From an optimization exercise on the open Yosys and OpenROAD flow, aimed at small area; shortcuts taken in it are not production practice.
The RTL was checked by simulation tests, not by an equivalence proof against the original design.
Power figures rest on the tool's default switching activity, not on a simulated workload.

## run 1
// luxcp
module luxcp #(
    parameter [7:0] CMD_RESULT          = 8'h00,
    parameter [7:0] CMD_CONFIG          = 8'h01,
    parameter [7:0] CMD_LOW_LIMIT       = 8'h02,
    parameter [7:0] CMD_HIGH_LIMIT      = 8'h03,
    parameter [7:0] CMD_MANUFACTURER_ID = 8'h7E,
    parameter [7:0] CMD_DEVICE_ID       = 8'h7F,
    parameter [7:0] POLL_MAX_ATTEMPTS   = 8'd250
) (
    input  wire        clk,
    input  wire        rst,
    input  wire [6:0]  cfg_addr,
    input  wire        req_valid,
    output wire        req_ready,
    input  wire [3:0]  req_op,
    input  wire [31:0] req_arg,
    output reg         rsp_valid,
    input  wire        rsp_ready,
    output wire [31:0] rsp_value,
    output wire [1:0]  rsp_err_class,
    output wire [15:0] rsp_err_code,
    output wire        busy,
    output wire [6:0]  st_addr,
    output wire [31:0] st_result_lux,
    output wire [31:0] st_high_lux,
    output wire [31:0] st_low_lux,
    output wire [17:0] st_result_err,
    output wire [17:0] st_high_err,
    output wire [17:0] st_low_err,
    output reg  [15:0] st_config,
    output wire        tp_req,
    output wire [2:0]  tp_prim,
    output wire [6:0]  tp_addr,
    output wire [7:0]  tp_wdata,
    input  wire        tp_ack,
    input  wire [7:0]  tp_rdata
);
For scale: roughly 1300 cells after synthesis, roughly 180 flip-flops, ~300 I/O pins.
==> flow/config.mk <==
export PLATFORM = sky130hd
export DESIGN_NAME = luxcp
export DESIGN_NICKNAME = luxcp
export VERILOG_FILES = /design/flow/design.v
export SDC_FILE = /design/flow/constraint.sdc
export NUM_CORES = 4
export LEC_CHECK = 0
export CAP_MARGIN = 20
export CORE_MARGIN = 2
export CORE_UTILIZATION = 40
export SLEW_MARGIN = 20
==> flow/constraint.sdc <==
create_clock -name core_clock -period 30.0 [get_ports {clk}]
set_input_delay 6.0000 -clock core_clock [delete_from_list [all_inputs] [get_ports {clk}]]
set_output_delay 6.0000 -clock core_clock [all_outputs]
set_load 0.01 [all_outputs]
standard.sh (not shown) runs the stock make flow with config.mk's settings and CLKGATE_MAP_FILE= SYNTH_SCRIPT=/design/flow/synth_recipe.tcl, a recipe that flattens the netlist after the stock synthesis.
==> flow/flow/run.sh <==
#!/bin/bash
set -euo pipefail
export BUFFER_PORTS_ARGS="-buffer_cell sky130_fd_sc_hd__buf_1"
export REMOVE_ABC_BUFFERS=1
bash standard.sh > standard_flow.log 2>&1
For run 2, these inputs were changed with respect to run 1:
==> flow/run.sh (new file) <==
#!/bin/bash
# synth_recipe.tcl (not shown) runs the flow's synth.tcl, then flattens the netlist and writes it again
# the make line also repeats each setting of config.mk as NAME=value (left out here)
make -C /OpenROAD-flow-scripts/flow DESIGN_CONFIG=/design/flow/config.mk WORK_HOME=/design/flow/orfs CLKGATE_MAP_FILE= SYNTH_SCRIPT=/design/flow/synth_recipe.tcl finish
removed: flow/flow/run.sh
removed: flow/standard.sh
The higher maximum frequency of run 1 and run 2 is in run 1. Relative to run 1, the post-route core utilization of run 2 is higher by 6.9 points. Area: run 2 vs run 1 -> run 2 larger. Compared to run 1, run 2 has sequential power about 3% higher. Comparing run 1 and run 2, share of total power in combinational logic is higher on run 2. Lower share of the clock period used by the worst path after layout among run 1 and run 2: run 1. Run 1 and run 2 ended up with roughly the same via count.
The inputs of run 3 differ from those of run 2 as listed below.
# run 2
export LEC_CHECK = 0
export CAP_MARGIN = 20
export CORE_MARGIN = 2
export CORE_UTILIZATION = 40
export SLEW_MARGIN = 20
create_clock -name core_clock -period 30.0 [get_ports {clk}]
# run 3
export LEC_CHECK = 0
export CAP_MARGIN = 0
export CORE_MARGIN = 2
export CORE_UTILIZATION = 40
export GPL_TIMING_DRIVEN = 0
export SLEW_MARGIN = 0
create_clock -name core_clock -period 30.0 [get_ports {clk}]
==> flow/flow/run.sh (new file) <==
#!/bin/bash
set -euo pipefail
export BUFFER_PORTS_ARGS="-buffer_cell sky130_fd_sc_hd__buf_1"
export REMOVE_ABC_BUFFERS=1
export CTS_ARGS="-sink_clustering_enable -repair_clock_nets -dont_use_dummy_load -buf_list sky130_fd_sc_hd__clkbuf_8 -sink_clustering_size 20 -sink_clustering_max_diameter 60"
bash standard.sh > standard_flow.log 2>&1
==> flow/standard.sh (new file) <==
#!/bin/bash
# synth_recipe.tcl (not shown) runs the flow's synth.tcl, then flattens the netlist and writes it again
# the make line also repeats each setting of config.mk as NAME=value (left out here)
make -C /OpenROAD-flow-scripts/flow DESIGN_CONFIG=/design/flow/config.mk WORK_HOME=/design/flow/orfs CLKGATE_MAP_FILE= SYNTH_SCRIPT=/design/flow/synth_recipe.tcl "${@:-finish}"
removed: flow/run.sh
--- outcome ---
- | count of filler cells inserted in the layout | run 3 vs run 2 | 201 higher |
- Taking run 2 over run 3, the post-layout instance area ratio works out to 1.19.
- ~same final-report hold violation count in run 2 and run 3
- For run 3, the most common cell after layout, fill and taps aside was sky130_fd_sc_hd__buf_1, unlike run 2, where it was sky130_fd_sc_hd__clkdlybuf4s50_1.
- Run 2 leaves more setup margin than run 3.
- The share of the clock period used by the worst path after layout was comparable across run 2 and run 3.
- Having completed the whole flow, run 3 delivered a layout that passed the timing, DRC and antenna checks.
- Looking at total power across run 2 and run 3, the one that comes out higher is run 2.
- Run 2 has higher combined global-route utilization of all metal layers than run 3.
- Changes observed in run 3 relative to run 2: average wire length per cell after detail routing lower, met2 track demand over resource in global routing lower, maximum frequency lower, combinational cell fraction of total power lower.
What run 4 does differently from run 3 at the input level:
==> flow/flow/run.sh <==
#!/bin/bash
set -euo pipefail
export BUFFER_PORTS_ARGS="-buffer_cell sky130_fd_sc_hd__buf_1"
export REMOVE_ABC_BUFFERS=1
export CTS_ARGS="-sink_clustering_enable -repair_clock_nets -dont_use_dummy_load -buf_list sky130_fd_sc_hd__clkbuf_16 -sink_clustering_size 40 -sink_clustering_max_diameter 150"
bash standard.sh > standard_flow.log 2>&1
- Relative to run 3, clock period minus worst slack has increased by 0.0096 ns in run 4.
- Against run 3 as the reference, run 4 delivers a higher relative contribution of the clock network to total power.
- Per the comparison of run 4 with run 3, area growth from synthesis to layout climbed 1.8 points, worst setup margin dropped 0.0096 ns, sum of routed wire length over all layers barely changed.
diff inputs: run 4 => run 5
# run 4
export LEC_CHECK = 0
export CAP_MARGIN = 0
export CORE_MARGIN = 2
export CORE_UTILIZATION = 40
export GPL_TIMING_DRIVEN = 0
export SLEW_MARGIN = 0
create_clock -name core_clock -period 30.0 [get_ports {clk}]
# run 5
export LEC_CHECK = 0
export CAP_MARGIN = 0
export CORE_MARGIN = 2
export CORE_UTILIZATION = 40
export SLEW_MARGIN = 0
create_clock -name core_clock -period 30.0 [get_ports {clk}]
==> flow/flow/run.sh <==
#!/bin/bash
set -euo pipefail
export BUFFER_PORTS_ARGS="-buffer_cell sky130_fd_sc_hd__buf_1"
export REMOVE_ABC_BUFFERS=1
export CTS_ARGS="-sink_clustering_enable -repair_clock_nets -dont_use_dummy_load -buf_list sky130_fd_sc_hd__clkbuf_8 -sink_clustering_size 30 -sink_clustering_max_diameter 100"
bash standard.sh > standard_flow.log 2>&1
### Flow results
- Number of nets in the final layout was lower in run 4 than in run 5.
- Run 5 has more setup slack than run 4.
- Compared with run 4, run 5 shows highest achievable clock rate that has gone up by a few percent.
- Across both runs, wire length reported by the detailed router was higher for run 5 than for run 4.

Another version of the RTL of luxcp (not shown whole).
Size in the first run: roughly 990 cells after synthesis.
Settings: LEC_CHECK=0, CAP_MARGIN=0, CORE_MARGIN=2, CORE_UTILIZATION=40, GPL_TIMING_DRIVEN=0, SLEW_MARGIN=0; clock period 30.0 ns.
==> flow/flow/run.sh <==
#!/bin/bash
set -euo pipefail
export BUFFER_PORTS_ARGS="-buffer_cell sky130_fd_sc_hd__buf_1"
export REMOVE_ABC_BUFFERS=1
export CTS_ARGS="-repair_clock_nets -dont_use_dummy_load -buf_list sky130_fd_sc_hd__clkbuf_8"
bash standard.sh > standard_flow.log 2>&1
Then changed:
==> flow/flow/run.sh (replaced) <==
#!/bin/bash
set -euo pipefail
export BUFFER_PORTS_ARGS="-buffer_cell sky130_fd_sc_hd__buf_1"
export REMOVE_ABC_BUFFERS=1
export RECOVER_POWER=100
export CTS_ARGS="-sink_clustering_enable -repair_clock_nets -dont_use_dummy_load -buf_list sky130_fd_sc_hd__clkbuf_8 -sink_clustering_size 20 -sink_clustering_max_diameter 60"
bash standard.sh > standard_flow.log 2>&1
Effect:
- With this change the flow finished with max-capacitance violations, max-slew violations left
- final area goes down by 1.7%
- worst setup slack gets worse by 0.86 ns
- synthesized area is unchanged
Then changed:
--- a/flow/flow/run.sh
+++ b/flow/flow/run.sh
@@ -4,3 +4,2 @@
 export REMOVE_ABC_BUFFERS=1
-export RECOVER_POWER=100
 export CTS_ARGS="-sink_clustering_enable -repair_clock_nets -dont_use_dummy_load -buf_list sky130_fd_sc_hd__clkbuf_8 -sink_clustering_size 20 -sink_clustering_max_diameter 60"
The new run completed with no timing, DRC or antenna violations.
Area after synthesis does not change.
Via count stays flat.
Non-clock buffer count does not change.
Routed wire length barely changes.
Die area does not change.
Sequential cell count does not change.
Total power is higher by 1.2%.
Global-route usage is unchanged.
Hold slack hardly moves.

Another version of the RTL of luxcp (not shown whole).
Size: about 170 flip-flops, about 300 I/O pins, ~10000 µm² of cells after synthesis.
// luxcp
module luxcp #(
    parameter [7:0] CMD_RESULT          = 8'h00,
    parameter [7:0] CMD_CONFIG          = 8'h01,
    parameter [7:0] CMD_LOW_LIMIT       = 8'h02,
    parameter [7:0] CMD_HIGH_LIMIT      = 8'h03,
    parameter [7:0] CMD_MANUFACTURER_ID = 8'h7E,
    parameter [7:0] CMD_DEVICE_ID       = 8'h7F,
    parameter [7:0] POLL_MAX_ATTEMPTS   = 8'd250
) (
    input  wire        clk,
    input  wire        rst,
    input  wire [6:0]  cfg_addr,
    input  wire        req_valid,
    output wire        req_ready,
    input  wire [3:0]  req_op,
    input  wire [31:0] req_arg,
    output reg         rsp_valid,
    input  wire        rsp_ready,
    output wire [31:0] rsp_value,
    output wire [1:0]  rsp_err_class,
    output wire [15:0] rsp_err_code,
    output wire        busy,
    output wire [6:0]  st_addr,
    output wire [31:0] st_result_lux,
    output wire [31:0] st_high_lux,
    output wire [31:0] st_low_lux,
    output wire [17:0] st_result_err,
    output wire [17:0] st_high_err,
    output wire [17:0] st_low_err,
    output wire [15:0] st_config,
    output wire        tp_req,
    output wire [2:0]  tp_prim,
    output wire [6:0]  tp_addr,
    output wire [7:0]  tp_wdata,
    input  wire        tp_ack,
    input  wire [7:0]  tp_rdata
);
    localparam [4:0] S_IDLE  = 5'd0,
                     S_CLR   = 5'd1,    
                     S_CLR2  = 5'd2,    
                     S_SH8   = 5'd3,    
                     S_TL0   = 5'd4,    
                     S_TLP   = 5'd5,    
                     S_DIV   = 5'd6,    
                     S_FL0   = 5'd7,    
                     S_SHL4  = 5'd8,    
                     S_MUL   = 5'd9,    
  ...
clock: 30.0 ns
lec_check: 0
cap_margin: 0
core_margin: 2
core_utilization: 40
gpl_timing_driven: 0
slew_margin: 0
==> flow/flow/run.sh <==
#!/bin/bash
set -euo pipefail
export BUFFER_PORTS_ARGS="-buffer_cell sky130_fd_sc_hd__buf_1"
export REMOVE_ABC_BUFFERS=1
export CTS_ARGS="-sink_clustering_enable -repair_clock_nets -dont_use_dummy_load -buf_list sky130_fd_sc_hd__clkbuf_16 -sink_clustering_size 50 -sink_clustering_max_diameter 200"
bash standard.sh > standard_flow.log 2>&1
The starting point finished clean.
==> next run, changes <==
==> flow/flow/run.sh (replaced) <==
#!/bin/bash
set -euo pipefail
export BUFFER_PORTS_ARGS="-buffer_cell sky130_fd_sc_hd__buf_1"
export REMOVE_ABC_BUFFERS=1
export CTS_ARGS="-sink_clustering_enable -repair_clock_nets -dont_use_dummy_load -buf_list sky130_fd_sc_hd__clkbuf_8 -sink_clustering_size 20 -sink_clustering_max_diameter 60"
bash standard.sh > standard_flow.log 2>&1
The changed run completed with no timing, DRC or antenna violations.
Maximum frequency barely changes.
Wire length is about the same.
Non-clock buffer count stays the same.
Power fell by a few percent.
Final cell count does not change.

## static timing again, ports no longer ideal
How much do the figures lean on ideal ports? The routed layouts below were timed once more, with nothing changed but the port constraints. Step 1 sets driving cells, clkbuf_16 on the clock port and buf_2 on the other inputs (assumed; they add their load-dependent delay and slew). Step 2 moves the port delays by t, midway between the first and last clock arrival at a register: inputs arrive t later, outputs are due t later. That takes back most of the time a late clock gives input paths. Slacks: no drivers / after step 1 / after step 2; pairs: no drivers / after step 1.
run | t, ns | setup WS [ns] | worst setup path at the end
run 1 | 0.482 | 17.502 / 17.472 / 17.472 | input to output
run 2 | 0.484 | 16.981 / 16.922 / 16.922 | input to output
run 3 | 0.494 | 16.939 / 16.912 / 16.912 | input to output
run 4 | 0.473 | 16.929 / 16.903 / 16.903 | input to output
run 5 | 0.496 | 17.502 / 17.472 / 17.472 | input to output
the first run of note 2 | 0.486 | 17.003 / 16.980 / 16.980 | input to output
the second run of note 2 | 0.486 | 16.140 / 16.102 / 16.102 | input to output
the third run of note 2 | 0.486 | 17.003 / 16.980 / 16.980 | input to output
the first run of note 3 | 0.465 | 17.048 / 17.026 / 17.026 | input to output
the second run of note 3 | 0.488 | 17.047 / 17.025 / 17.025 | input to output
For run 2, which loses most, drivers alone change the setup slack by -0.059 ns; drivers and shift together by -0.059 ns.
